This design comes from an exercise in tuning for small area, a short achievable clock period and few clock cycles on the open sky130 flow, not from production work.
The RTL was checked by simulation tests, not by an equivalence proof against the original design.
Power and IR drop assume default switching activity.

==> run a <==
==> flow/design.v <==
module dbc3_blit (
    input  wire        clk,
    input  wire        rst,
    input  wire        start,
    output wire        ready,
    output reg         done,
    input  wire [23:0] src_addr,
    input  wire [8:0]  blit_x,
    input  wire [8:0]  blit_y,
    input  wire        flip_x,
    input  wire        flip_y,
    input  wire [7:0]  pen,
    input  wire        pen_mode,
    input  wire [9:0]  clip_x,
    input  wire [9:0]  clip_y,
    input  wire [9:0]  clip_width,
    input  wire [9:0]  clip_height,
    input  wire [3:0]  clip_ctrl,
    input  wire [23:0] rom_len,
    output wire [23:0] end_src_addr,
    output wire [8:0]  end_blit_y,
    output reg         anom_oor,
    output reg  [7:0]  anom_unk,
    output wire        rom_req,
    output wire [23:0] rom_addr,
    input  wire        rom_gnt,
    input  wire [7:0]  rom_rdata,
    output wire        pix_valid,
    input  wire        pix_ready,
    output wire [8:0]  pix_x,
    output wire [8:0]  pix_y,
    output wire [7:0]  pix_pen
);
    localparam [2:0] OP_NEXT = 3'd0, OP_LINE = 3'd1, OP_COPY = 3'd2,
                     OP_SKIP = 3'd3, OP_UNUSED = 3'd4, OP_CHGA = 3'd5,
                     OP_CHGP = 3'd6, OP_STOP = 3'd7;
    reg        s_idle, s_init, s_hdr, s_op, s_pix, s_fin, s_fin2;
    reg [23:0] len_r;
    reg        flip_x_r, flip_y_r;
    reg [7:0]  pen_r;
    reg        pen_mode_r;
    reg [9:0]  cx_r, cy_r;        
    reg [9:0]  cr_r, cb_r;        
    reg [3:0]  ctrl_r;
    reg [8:0]  xsm_r;             
    reg [8:0]  x_r;               
    reg [8:0]  y_r;
    reg [2:0]  ps1;               
    reg [3:0]  as1;               
    reg [15:0] cnt;               
    reg        is_copy, first;
    reg        pskip;             
    reg [23:0] fa;                
    reg        req;               
    reg        dv;                
    reg        endf;              
    reg [31:0] sb;
    reg [5:0]  rd;                
    reg [5:0]  bc;                
    reg [1:0]  wslot;             
    reg [5:0]  lim;               
    reg [2:0]  ub;                
    reg        pv_r;
    reg [7:0]  pp_r;
    assign ready        = s_idle;
    assign rom_req      = req & ~atlen;
    assign rom_addr     = fa;
    assign pix_valid    = pv_r;
    assign pix_x        = x_r;
    assign pix_y        = y_r;
    assign pix_pen      = pp_r;
    assign end_src_addr = fa;
    assign end_blit_y   = y_r;
    wire [5:0] rbc = lim - rd;            
    wire       rneg = rbc[5] & (|rbc[4:0]);   
    wire       atlen = (fa == len_r);     
    wire       exh = (endf | atlen) & ~dv;    
    wire       fake = exh & (bc <= 6'd24);    
    wire       wr   = dv | fake;
    wire [5:0] bcw = bc + (wr ? 6'd8 : 6'd0);
    wire [5:0] cA = {2'b0, as1} + 6'd4;   
    wire [5:0] cP = {3'b0, ps1} + 6'd1;   
    wire [5:0] rd3 = rd + 6'd3;
    wire [5:0] rd6 = rd + 6'd6;
    wire [5:0] rd7 = rd + 6'd7;
    wire [5:0] rd8 = rd + 6'd8;
    wire [5:0] rdA = rd + cA;
    wire [5:0] rdP = rd + cP;
    wire [5:0] rd2 = rd + {cP[4:0], 1'b0};
    wire [5:0] bc3 = bcw - 6'd3;
    wire [5:0] bc6 = bcw - 6'd6;
    wire [5:0] bc7 = bcw - 6'd7;
    wire [5:0] bc8 = bcw - 6'd8;
    wire [5:0] bcA = bcw - cA;
    wire [5:0] bcP = bcw - cP;
    wire [5:0] bc2 = bcw - {cP[4:0], 1'b0};
    wire ok3 = bc >= 6'd3;
    wire ok6 = bc >= 6'd6;
    wire ok7 = bc >= 6'd7;
    wire ok8 = bc >= 6'd8;
    wire okA = bc >= cA;
    wire okP = bc >= cP;
    wire ok2 = bc >= {cP[4:0], 1'b0};
    wire [63:0] sb2 = {sb, sb};
    wire [31:0] rot = sb2 >> rd[4:0];
    wire [18:0] h   = rot[18:0];          
    wire [2:0]  op   = {h[0], h[1], h[2]};
    wire [7:0]  qfld = {h[0], h[1], h[2], h[3], h[4], h[5], h[6], h[7]};
    wire [7:0]  pval = qfld >> (3'd7 - ps1);
    wire [15:0] tfld = {h[3], h[4], h[5], h[6], h[7], h[8], h[9], h[10],
                        h[11], h[12], h[13], h[14], h[15], h[16], h[17], h[18]};
    wire [15:0] nval = tfld >> (4'd15 - as1);
    wire pv_hold = pv_r & ~pix_ready;
    wire yclip = ({1'b0, y_r} < cy_r) || (y_r > cb_r);
    wire ay = (ctrl_r[2] & ~yclip) | (ctrl_r[3] & yclip);
    reg  ay_r;
    always @(posedge clk) ay_r <= ay;
    wire lskip = ~is_copy & ~ay_r;
    wire       xs_cnt = pskip | (s_pix & ~is_copy);
    wire [8:0] xm     = xs_cnt ? cnt[8:0] : 9'd0;
    wire [9:0] xn2    = {x_r, 1'b1} + {(flip_x_r ? ~xm : xm), flip_x_r ^ s_pix};
    wire [8:0] xn     = xn2[9:1];         
    wire [8:0] xp     = x_r + (flip_x_r ? 9'h1FF : 9'h001);
    wire [8:0] xp2    = {x_r[8:1] + (flip_x_r ? 8'hFF : 8'h01), x_r[0]};
    wire xclip_p = ({1'b0, xp} < cx_r) || (xp > cr_r);
    wire ax_p = (ctrl_r[0] & ~xclip_p) | (ctrl_r[1] & xclip_p);
    wire [9:0] xent   = flip_x_r ? cr_r : cx_r;
    wire rej2 = ~ay_r | (~ax_p & ((ctrl_r[1:0] == 2'b00)
                                  | ((ctrl_r[1:0] == 2'b01) & ({1'b0, xp2} != xent))));
    wire dbl  = rej2 & (cnt != 16'd0) & (is_copy ? ok2 : ~first);
    wire [8:0] x_pix  = lskip ? xn : dbl ? xp2 : xp;
    wire [7:0] color = (pen_mode_r ? {pval[7:4], pen_r[3:0]} : pval)
                       | {pen_r[7:4], 4'h0};
    wire op_arg  = (op == OP_LINE) | (op == OP_COPY) | (op == OP_SKIP);
    wire op_xy   = (op == OP_NEXT) | (op == OP_SKIP);
    wire need_p  = is_copy | first;
    wire go_op   = s_op & ~(op_xy & pv_hold)
                   & (op_arg ? okA : (op == OP_CHGA) ? ok7 : (op == OP_CHGP) ? ok6 : ok3);
    wire go_hdr  = s_hdr & ok8;
    wire go_pix  = s_pix & ~pv_hold & (~need_p | okP);
    wire k3  = go_op & ((op == OP_NEXT) | (op == OP_UNUSED));
    wire kS  = go_op & (op == OP_STOP);
    wire kA  = go_op & op_arg;
    wire k7  = go_op & (op == OP_CHGA);
    wire k6  = go_op & (op == OP_CHGP);
    wire k8  = go_hdr;
    wire k2  = go_pix & is_copy & dbl;
    wire kP  = go_pix & need_p & ~k2;
    wire k0  = ~(k3 | kS | kA | k7 | k6 | k8 | kP | k2);
    wire [5:0] rd_next = ({6{k3 | kS}} & rd3) | ({6{kA}} & rdA) | ({6{k7}} & rd7)
                       | ({6{k6}} & rd6) | ({6{k8}} & rd8) | ({6{kP}} & rdP)
                       | ({6{k2}} & rd2)
                       | ({6{k0}} & rd);
    wire [5:0] bc_next = ({6{k3 | kS}} & bc3) | ({6{kA}} & bcA) | ({6{k7}} & bc7)
                       | ({6{k6}} & bc6) | ({6{k8}} & bc8) | ({6{kP}} & bcP)
                       | ({6{k2}} & bc2)
                       | ({6{k0}} & bcw);
    wire room = req ? (bc_next <= 6'd16) : (bc_next <= 6'd24);
    wire        fdec   = s_fin2;
    wire [3:0]  flo    = fdec ? ({1'b0, fa[2:0]} - {1'b0, ub}) : ({1'b0, fa[2:0]} + 4'd1);
    wire [23:0] fq     = fa ^ {24{fdec}};
    reg  [23:0] ft;
    integer b;
    always @(*) begin
        ft[2:0] = 3'd0;
        ft[3] = flo[3];
        for (b = 4; b < 24; b = b + 1)
            ft[b] = ft[b - 1] & fq[b - 1];
    end
    wire [23:0] fa_n   = {fa[23:3] ^ ft[23:3], flo[2:0]};
    wire [7:0]  wbyte  = dv ? rom_rdata : 8'hFF;
    wire [7:0]  wbits  = {wbyte[0], wbyte[1], wbyte[2], wbyte[3],
                          wbyte[4], wbyte[5], wbyte[6], wbyte[7]};
    wire        fin_go = s_fin2 & ~pv_hold;
    always @(posedge clk) begin
        if (rst) begin
            s_idle <= 1'b1;
            s_init <= 1'b0;
            s_hdr  <= 1'b0;
            s_op   <= 1'b0;
            s_pix  <= 1'b0;
            s_fin  <= 1'b0;
            s_fin2 <= 1'b0;
            done   <= 1'b0;
            req    <= 1'b0;
            dv     <= 1'b0;
            pv_r   <= 1'b0;
        end else begin
            done <= 1'b0;
            dv <= rom_req & rom_gnt;
            if (wr) begin
                case (wslot)
                    2'd0: sb[7:0]   <= wbits;
                    2'd1: sb[15:8]  <= wbits;
                    2'd2: sb[23:16] <= wbits;
                    2'd3: sb[31:24] <= wbits;
                endcase
                wslot <= wslot + 2'd1;
            end
            if (dv) lim <= lim + 6'd8;
            rd <= rd_next;
            bc <= bc_next;
            if (rneg) anom_oor <= 1'b1;
            if ((rom_req & rom_gnt) | fin_go) fa <= fa_n;
            req <= (s_init | s_hdr | s_op | s_pix) & ~kS & ~endf & room;
            if (pv_r & pix_ready) pv_r <= 1'b0;
            if (pskip) x_r <= xn;
            pskip <= 1'b0;
            if (s_idle & start) begin
                s_idle     <= 1'b0;
                s_init     <= 1'b1;
                len_r      <= rom_len;
                flip_x_r   <= flip_x;
                flip_y_r   <= flip_y;
                pen_r      <= pen;
                pen_mode_r <= pen_mode;
                cx_r       <= clip_x;
                cy_r       <= clip_y;
                cr_r       <= clip_width;
                cb_r       <= clip_height;
                ctrl_r     <= clip_ctrl;
                xsm_r      <= flip_x ? blit_x + 9'd1 : blit_x - 9'd1;
                x_r        <= flip_x ? blit_x + 9'd1 : blit_x - 9'd1;
                y_r        <= blit_y;
                fa         <= src_addr;
                endf       <= (src_addr >= rom_len);
                req        <= (src_addr < rom_len);
                rd         <= 6'd0;
                bc         <= 6'd0;
                wslot      <= 2'd0;
                lim        <= 6'd0;
                anom_oor   <= 1'b0;
                anom_unk   <= 8'd0;
                pskip      <= 1'b0;
            end
            if (s_init) begin
                cr_r   <= (({1'b0, cx_r} + {1'b0, cr_r}) > 11'd511)
                          ? 10'd511 : {1'b0, cx_r[8:0] + cr_r[8:0]};
                cb_r   <= (({1'b0, cy_r} + {1'b0, cb_r}) > 11'd511)
                          ? 10'd511 : {1'b0, cy_r[8:0] + cb_r[8:0]};
                s_init <= 1'b0;
                s_hdr  <= 1'b1;
            end
            if (go_hdr) begin
                ps1   <= {h[1], h[2], h[3]};
                as1   <= {h[4], h[5], h[6], h[7]};
                s_hdr <= 1'b0;
                s_op  <= 1'b1;
            end
            if (s_op) begin
                cnt     <= nval;
                is_copy <= (op == OP_COPY);
                first   <= 1'b1;
            end
            if (go_op) begin
                case (op)
                    OP_NEXT: begin
                        y_r <= y_r + (flip_y_r ? 9'h1FF : 9'h001);
                        x_r <= xsm_r;
                    end
                    OP_LINE, OP_COPY: begin
                        s_op    <= 1'b0;
                        s_pix   <= 1'b1;
                    end
                    OP_SKIP: pskip <= 1'b1;
                    OP_UNUSED: if (anom_unk != 8'hFF) anom_unk <= anom_unk + 8'd1;
                    OP_CHGA: as1 <= {h[3], h[4], h[5], h[6]};
                    OP_CHGP: ps1 <= {h[3], h[4], h[5]};
                    OP_STOP: begin
                        s_op  <= 1'b0;
                        s_fin <= 1'b1;
                    end
                endcase
            end
            if (s_pix & need_p & ~pv_hold) pp_r <= color;
            if (go_pix) begin
                pv_r  <= ax_p & ay_r;
                x_r   <= x_pix;
                cnt   <= {cnt[15:1] - {14'd0, dbl | ~cnt[0]}, cnt[0] ^ ~dbl};
                first <= 1'b0;
                if (cnt == 16'd0 || (dbl && cnt == 16'd1) || lskip) begin
                    s_pix <= 1'b0;
                    s_op  <= 1'b1;
                end
            end
            if (s_fin) begin
                ub     <= (anom_oor | rneg) ? 3'd0 : (rbc[5:3] + {2'b0, dv});
                s_fin  <= 1'b0;
                s_fin2 <= 1'b1;
            end
            if (fin_go) begin
                done   <= 1'b1;
                s_fin2 <= 1'b0;
                s_idle <= 1'b1;
            end
        end
    end
endmodule
==> flow/run.sh <==
#!/bin/bash
# synth_recipe.tcl (not shown) runs the flow's synth.tcl, then flattens the netlist and writes it again
# the make line also repeats each setting of config.mk as NAME=value (left out here)
make -C /OpenROAD-flow-scripts/flow DESIGN_CONFIG=/design/flow/config.mk WORK_HOME=/design/flow/orfs CLKGATE_MAP_FILE= SYNTH_SCRIPT=/design/flow/synth_recipe.tcl finish
==> flow/config.mk <==
export PLATFORM = sky130hd
export DESIGN_NAME = dbc3_blit
export DESIGN_NICKNAME = dbc3_blit
export VERILOG_FILES = /design/flow/design.v
export SDC_FILE = /design/flow/constraint.sdc
export NUM_CORES = 4
export LEC_CHECK = 0
export CAP_MARGIN = 20
export CORE_MARGIN = 2
export CORE_UTILIZATION = 40
export PLACE_DENSITY = 0.6
export SETUP_SLACK_MARGIN = 4
export SLEW_MARGIN = 20
==> flow/constraint.sdc <==
create_clock -name core_clock -period 8.0 [get_ports {clk}]
set_input_delay 1.6000 -clock core_clock [delete_from_list [all_inputs] [get_ports {clk}]]
set_output_delay 1.6000 -clock core_clock [all_outputs]
set_load 0.01 [all_outputs]
==> inputs of run b, as changes to run a <==
--- a/flow/design.v
+++ b/flow/design.v
@@ -64,5 +64,5 @@
     reg [7:0]  pp_r;
     assign ready        = s_idle;
-    assign rom_req      = req & ~atlen;
+    assign rom_req      = req;
     assign rom_addr     = fa;
     assign pix_valid    = pv_r;
@@ -74,9 +74,9 @@
     wire [5:0] rbc = lim - rd;            
     wire       rneg = rbc[5] & (|rbc[4:0]);   
-    wire       atlen = (fa == len_r);     
-    wire       exh = (endf | atlen) & ~dv;    
+    wire       exh = endf & ~dv;          
     wire       fake = exh & (bc <= 6'd24);    
     wire       wr   = dv | fake;
     wire [5:0] bcw = bc + (wr ? 6'd8 : 6'd0);
+    wire [5:0] u   = bcw + (req ? 6'd8 : 6'd0);
     wire [5:0] cA = {2'b0, as1} + 6'd4;   
     wire [5:0] cP = {3'b0, ps1} + 6'd1;   
@@ -87,5 +87,4 @@
     wire [5:0] rdA = rd + cA;
     wire [5:0] rdP = rd + cP;
-    wire [5:0] rd2 = rd + {cP[4:0], 1'b0};
     wire [5:0] bc3 = bcw - 6'd3;
     wire [5:0] bc6 = bcw - 6'd6;
@@ -94,5 +93,4 @@
     wire [5:0] bcA = bcw - cA;
     wire [5:0] bcP = bcw - cP;
-    wire [5:0] bc2 = bcw - {cP[4:0], 1'b0};
     wire ok3 = bc >= 6'd3;
     wire ok6 = bc >= 6'd6;
@@ -101,33 +99,36 @@
     wire okA = bc >= cA;
     wire okP = bc >= cP;
-    wire ok2 = bc >= {cP[4:0], 1'b0};
+    wire rq0 = u <= 6'd24;
+    wire rq3 = u <= 6'd27;
+    wire rq6 = u <= 6'd30;
+    wire rq7 = u <= 6'd31;
+    wire rq8 = u <= 6'd32;
+    wire rqA = {1'b0, u} <= {1'b0, cA} + 7'd24;
+    wire rqP = {1'b0, u} <= {1'b0, cP} + 7'd24;
     wire [63:0] sb2 = {sb, sb};
     wire [31:0] rot = sb2 >> rd[4:0];
-    wire [18:0] h   = rot[18:0];          
+    wire [7:0]  h   = rot[7:0];           
     wire [2:0]  op   = {h[0], h[1], h[2]};
     wire [7:0]  qfld = {h[0], h[1], h[2], h[3], h[4], h[5], h[6], h[7]};
     wire [7:0]  pval = qfld >> (3'd7 - ps1);
-    wire [15:0] tfld = {h[3], h[4], h[5], h[6], h[7], h[8], h[9], h[10],
-                        h[11], h[12], h[13], h[14], h[15], h[16], h[17], h[18]};
-    wire [15:0] nval = tfld >> (4'd15 - as1);
+    wire [4:0]  nsh  = rdA[4:0] ^ 5'd16;
+    wire [31:0] rotn = sb2 >> nsh;
+    reg  [15:0] nval;
+    integer i;
+    always @(*) begin
+        for (i = 0; i < 16; i = i + 1)
+            nval[i] = rotn[15 - i] & (i <= as1);
+    end
     wire pv_hold = pv_r & ~pix_ready;
+    wire       xs_cnt = pskip | (s_pix & ~is_copy);
+    wire [8:0] xm     = xs_cnt ? cnt[8:0] : 9'd0;
+    wire [8:0] xn     = x_r + (flip_x_r ? ~xm : xm) + {8'd0, flip_x_r ^ s_pix};
     wire yclip = ({1'b0, y_r} < cy_r) || (y_r > cb_r);
     wire ay = (ctrl_r[2] & ~yclip) | (ctrl_r[3] & yclip);
-    reg  ay_r;
-    always @(posedge clk) ay_r <= ay;
-    wire lskip = ~is_copy & ~ay_r;
-    wire       xs_cnt = pskip | (s_pix & ~is_copy);
-    wire [8:0] xm     = xs_cnt ? cnt[8:0] : 9'd0;
-    wire [9:0] xn2    = {x_r, 1'b1} + {(flip_x_r ? ~xm : xm), flip_x_r ^ s_pix};
-    wire [8:0] xn     = xn2[9:1];         
-    wire [8:0] xp     = x_r + (flip_x_r ? 9'h1FF : 9'h001);
-    wire [8:0] xp2    = {x_r[8:1] + (flip_x_r ? 8'hFF : 8'h01), x_r[0]};
+    wire lskip = ~is_copy & ~ay;
+    wire [8:0] xp = x_r + (flip_x_r ? 9'h1FF : 9'h001);
+    wire [8:0] x_pix = lskip ? xn : xp;
     wire xclip_p = ({1'b0, xp} < cx_r) || (xp > cr_r);
     wire ax_p = (ctrl_r[0] & ~xclip_p) | (ctrl_r[1] & xclip_p);
-    wire [9:0] xent   = flip_x_r ? cr_r : cx_r;
-    wire rej2 = ~ay_r | (~ax_p & ((ctrl_r[1:0] == 2'b00)
-                                  | ((ctrl_r[1:0] == 2'b01) & ({1'b0, xp2} != xent))));
-    wire dbl  = rej2 & (cnt != 16'd0) & (is_copy ? ok2 : ~first);
-    wire [8:0] x_pix  = lskip ? xn : dbl ? xp2 : xp;
     wire [7:0] color = (pen_mode_r ? {pval[7:4], pen_r[3:0]} : pval)
                        | {pen_r[7:4], 4'h0};
@@ -145,32 +146,29 @@
     wire k6  = go_op & (op == OP_CHGP);
     wire k8  = go_hdr;
-    wire k2  = go_pix & is_copy & dbl;
-    wire kP  = go_pix & need_p & ~k2;
-    wire k0  = ~(k3 | kS | kA | k7 | k6 | k8 | kP | k2);
+    wire kP  = go_pix & need_p;
+    wire k0  = ~(k3 | kS | kA | k7 | k6 | k8 | kP);
     wire [5:0] rd_next = ({6{k3 | kS}} & rd3) | ({6{kA}} & rdA) | ({6{k7}} & rd7)
                        | ({6{k6}} & rd6) | ({6{k8}} & rd8) | ({6{kP}} & rdP)
-                       | ({6{k2}} & rd2)
                        | ({6{k0}} & rd);
+    wire room = (k3 & rq3) | (kA & rqA) | (k7 & rq7) | (k6 & rq6) | (k8 & rq8)
+              | (kP & rqP) | (k0 & rq0);
     wire [5:0] bc_next = ({6{k3 | kS}} & bc3) | ({6{kA}} & bcA) | ({6{k7}} & bc7)
                        | ({6{k6}} & bc6) | ({6{k8}} & bc8) | ({6{kP}} & bcP)
-                       | ({6{k2}} & bc2)
                        | ({6{k0}} & bcw);
-    wire room = req ? (bc_next <= 6'd16) : (bc_next <= 6'd24);
     wire        fdec   = s_fin2;
-    wire [3:0]  flo    = fdec ? ({1'b0, fa[2:0]} - {1'b0, ub}) : ({1'b0, fa[2:0]} + 4'd1);
     wire [23:0] fq     = fa ^ {24{fdec}};
     reg  [23:0] ft;
     integer b;
     always @(*) begin
-        ft[2:0] = 3'd0;
-        ft[3] = flo[3];
-        for (b = 4; b < 24; b = b + 1)
+        ft[0] = 1'b1;
+        for (b = 1; b < 24; b = b + 1)
             ft[b] = ft[b - 1] & fq[b - 1];
     end
-    wire [23:0] fa_n   = {fa[23:3] ^ ft[23:3], flo[2:0]};
+    wire [23:0] fa_n   = fa ^ ft;
+    wire        last   = (fa_n == len_r);
     wire [7:0]  wbyte  = dv ? rom_rdata : 8'hFF;
     wire [7:0]  wbits  = {wbyte[0], wbyte[1], wbyte[2], wbyte[3],
                           wbyte[4], wbyte[5], wbyte[6], wbyte[7]};
-    wire        fin_go = s_fin2 & ~pv_hold;
+    wire        fin_go = s_fin2 & (ub == 3'd0) & ~pv_hold;
     always @(posedge clk) begin
         if (rst) begin
@@ -188,5 +186,5 @@
         end else begin
             done <= 1'b0;
-            dv <= rom_req & rom_gnt;
+            dv <= req & rom_gnt;
             if (wr) begin
                 case (wslot)
@@ -202,6 +200,7 @@
             bc <= bc_next;
             if (rneg) anom_oor <= 1'b1;
-            if ((rom_req & rom_gnt) | fin_go) fa <= fa_n;
-            req <= (s_init | s_hdr | s_op | s_pix) & ~kS & ~endf & room;
+            if ((req & rom_gnt) | (s_fin2 & (ub != 3'd0))) fa <= fa_n;
+            if (req & rom_gnt & last) endf <= 1'b1;
+            req <= (s_init | s_hdr | s_op | s_pix) & ~kS & ~endf & ~(req & last) & room;
             if (pv_r & pix_ready) pv_r <= 1'b0;
             if (pskip) x_r <= xn;
@@ -248,9 +247,4 @@
                 s_op  <= 1'b1;
             end
-            if (s_op) begin
-                cnt     <= nval;
-                is_copy <= (op == OP_COPY);
-                first   <= 1'b1;
-            end
             if (go_op) begin
                 case (op)
@@ -260,8 +254,14 @@
                     end
                     OP_LINE, OP_COPY: begin
+                        cnt     <= nval;
+                        is_copy <= (op == OP_COPY);
+                        first   <= 1'b1;
                         s_op    <= 1'b0;
                         s_pix   <= 1'b1;
                     end
-                    OP_SKIP: pskip <= 1'b1;
+                    OP_SKIP: begin
+                        cnt   <= nval;
+                        pskip <= 1'b1;
+                    end
                     OP_UNUSED: if (anom_unk != 8'hFF) anom_unk <= anom_unk + 8'd1;
                     OP_CHGA: as1 <= {h[3], h[4], h[5], h[6]};
@@ -273,11 +273,11 @@
                 endcase
             end
-            if (s_pix & need_p & ~pv_hold) pp_r <= color;
             if (go_pix) begin
-                pv_r  <= ax_p & ay_r;
+                pv_r  <= ax_p & ay;
                 x_r   <= x_pix;
-                cnt   <= {cnt[15:1] - {14'd0, dbl | ~cnt[0]}, cnt[0] ^ ~dbl};
+                if (need_p) pp_r <= color;
+                cnt   <= cnt - 16'd1;
                 first <= 1'b0;
-                if (cnt == 16'd0 || (dbl && cnt == 16'd1) || lskip) begin
+                if (cnt == 16'd0 || lskip) begin
                     s_pix <= 1'b0;
                     s_op  <= 1'b1;
@@ -289,4 +289,5 @@
                 s_fin2 <= 1'b1;
             end
+            if (s_fin2 && ub != 3'd0) ub <= ub - 3'd1;
             if (fin_go) begin
                 done   <= 1'b1;
- SETUP_SLACK_MARGIN: 4 -> 5
==> inputs of run c, as changes to run a <==
--- a/flow/design.v
+++ b/flow/design.v
@@ -87,5 +87,4 @@
     wire [5:0] rdA = rd + cA;
     wire [5:0] rdP = rd + cP;
-    wire [5:0] rd2 = rd + {cP[4:0], 1'b0};
     wire [5:0] bc3 = bcw - 6'd3;
     wire [5:0] bc6 = bcw - 6'd6;
@@ -94,5 +93,4 @@
     wire [5:0] bcA = bcw - cA;
     wire [5:0] bcP = bcw - cP;
-    wire [5:0] bc2 = bcw - {cP[4:0], 1'b0};
     wire ok3 = bc >= 6'd3;
     wire ok6 = bc >= 6'd6;
@@ -101,5 +99,4 @@
     wire okA = bc >= cA;
     wire okP = bc >= cP;
-    wire ok2 = bc >= {cP[4:0], 1'b0};
     wire [63:0] sb2 = {sb, sb};
     wire [31:0] rot = sb2 >> rd[4:0];
@@ -122,12 +119,7 @@
     wire [8:0] xn     = xn2[9:1];         
     wire [8:0] xp     = x_r + (flip_x_r ? 9'h1FF : 9'h001);
-    wire [8:0] xp2    = {x_r[8:1] + (flip_x_r ? 8'hFF : 8'h01), x_r[0]};
+    wire [8:0] x_pix  = lskip ? xn : xp;
     wire xclip_p = ({1'b0, xp} < cx_r) || (xp > cr_r);
     wire ax_p = (ctrl_r[0] & ~xclip_p) | (ctrl_r[1] & xclip_p);
-    wire [9:0] xent   = flip_x_r ? cr_r : cx_r;
-    wire rej2 = ~ay_r | (~ax_p & ((ctrl_r[1:0] == 2'b00)
-                                  | ((ctrl_r[1:0] == 2'b01) & ({1'b0, xp2} != xent))));
-    wire dbl  = rej2 & (cnt != 16'd0) & (is_copy ? ok2 : ~first);
-    wire [8:0] x_pix  = lskip ? xn : dbl ? xp2 : xp;
     wire [7:0] color = (pen_mode_r ? {pval[7:4], pen_r[3:0]} : pval)
                        | {pen_r[7:4], 4'h0};
@@ -145,14 +137,11 @@
     wire k6  = go_op & (op == OP_CHGP);
     wire k8  = go_hdr;
-    wire k2  = go_pix & is_copy & dbl;
-    wire kP  = go_pix & need_p & ~k2;
-    wire k0  = ~(k3 | kS | kA | k7 | k6 | k8 | kP | k2);
+    wire kP  = go_pix & need_p;
+    wire k0  = ~(k3 | kS | kA | k7 | k6 | k8 | kP);
     wire [5:0] rd_next = ({6{k3 | kS}} & rd3) | ({6{kA}} & rdA) | ({6{k7}} & rd7)
                        | ({6{k6}} & rd6) | ({6{k8}} & rd8) | ({6{kP}} & rdP)
-                       | ({6{k2}} & rd2)
                        | ({6{k0}} & rd);
     wire [5:0] bc_next = ({6{k3 | kS}} & bc3) | ({6{kA}} & bcA) | ({6{k7}} & bc7)
                        | ({6{k6}} & bc6) | ({6{k8}} & bc8) | ({6{kP}} & bcP)
-                       | ({6{k2}} & bc2)
                        | ({6{k0}} & bcw);
     wire room = req ? (bc_next <= 6'd16) : (bc_next <= 6'd24);
@@ -277,7 +266,7 @@
                 pv_r  <= ax_p & ay_r;
                 x_r   <= x_pix;
-                cnt   <= {cnt[15:1] - {14'd0, dbl | ~cnt[0]}, cnt[0] ^ ~dbl};
+                cnt   <= cnt - 16'd1;
                 first <= 1'b0;
-                if (cnt == 16'd0 || (dbl && cnt == 16'd1) || lskip) begin
+                if (cnt == 16'd0 || lskip) begin
                     s_pix <= 1'b0;
                     s_op  <= 1'b1;
==> impl_metrics.csv <==
group,metric,value,unit
run_status,outcome,"finished clean",
grt,gr-usage-all-layers,23.03,%
timing,finalWorstSetupSlack,3.087,ns
critical_path,slowest_delay,0.48,ns
grt,met1_usage,29.83,%
cells_and_area,fin_util,51.01,%
logic_synthesis,synthSimpleGateAreaFrac,11.79,%
critical_path,rrSetupSlack,3.09,ns
logic_synthesis,ys_top_cells_by_area,"edfxtp_1 (34%), ha_1 (11%), mux4_2 (5.8%)",
detailed_routing,wire_per_inst,21.04,um
logic_synthesis,synth.mux.area_fraction,11.26,%
power,internal_power,0.003244,W
clocking,clk_pin_slew,0.07,ns
critical_path,cp_num_buf_inv,4,
The numbers above come from run a.

==> impl_metrics.csv <==
group,metric,value,unit
critical_path,slowest_delay,0.42,ns
critical_path,cp_num_buf_inv,5,
timing,finalWorstSetupSlack,4.224,ns
grt,gr-usage-all-layers,26.19,%
logic_synthesis,ys_top_cells_by_area,"edfxtp_1 (34%), ha_1 (11%), mux4_2 (6.4%)",
clocking,clk_pin_slew,0.06,ns
run_status,outcome,"finished clean",
cells_and_area,fin_util,59.09,%
power,internal_power,0.003683,W
The numbers above come from run b.

==> impl_metrics.csv <==
group,metric,value,unit
run_status,outcome,"finished clean",
critical_path,cp_num_buf_inv,2,
min_path,hp-start,"ctrl_r[2]",
logic_synthesis,synth.mux.area_fraction,11.42,%
critical_path,slowest_delay,0.49,ns
cells_and_area,fin_util,50.74,%
grt,met1_usage,29.35,%
grt,gr-usage-all-layers,21.85,%
clocking,clockRootBuffer,"clkbuf_16",
power,internal_power,0.003059,W
detailed_routing,wire_per_inst,20.03,um
logic_synthesis,synthSimpleGateAreaFrac,12.06,%
The numbers above come from run c.

Testbench counts of run a, summed over its fixed seeds: cycles 34,838.
Testbench counts of run b, summed over its fixed seeds: cycles 37,656.
Testbench counts of run c, summed over its fixed seeds: cycles 37,259.

==> afterwards: timing with drivers on the ports <==
The results above use ideal ports. As a check the final layouts listed here were re-extracted and re-timed, cells and wires unchanged. Step 1 (the two cells are an assumption about what drives the block):
set clk [get_ports {clk}]
set_driving_cell -lib_cell sky130_fd_sc_hd__clkbuf_16 $clk
set_driving_cell -lib_cell sky130_fd_sc_hd__buf_2 [delete_from_list [all_inputs] $clk]
Step 2 moves the port delays by t, midway between the first and last clock arrival at a register: inputs arrive t later, outputs are due t later. That takes back most of the time a late clock gives input paths. Slacks: ideal / step 1 / step 2; pairs: ideal / step 1.
| run | t, ns | setup WS [ns] | pins driven straight from the clock port |
|---|---|---|---|
| run a | 0.629 | 3.087 / 3.087 / 3.087 | 1 |
| run b | 0.642 | 4.224 / 4.224 / 3.935 | 1 |
| run c | 0.645 | 3.993 / 3.993 / 3.428 | 1 |
After both steps setup and hold are still met in every run listed. For run c, which loses most, drivers alone change the setup slack by 0.000 ns; drivers and shift together by -0.565 ns.
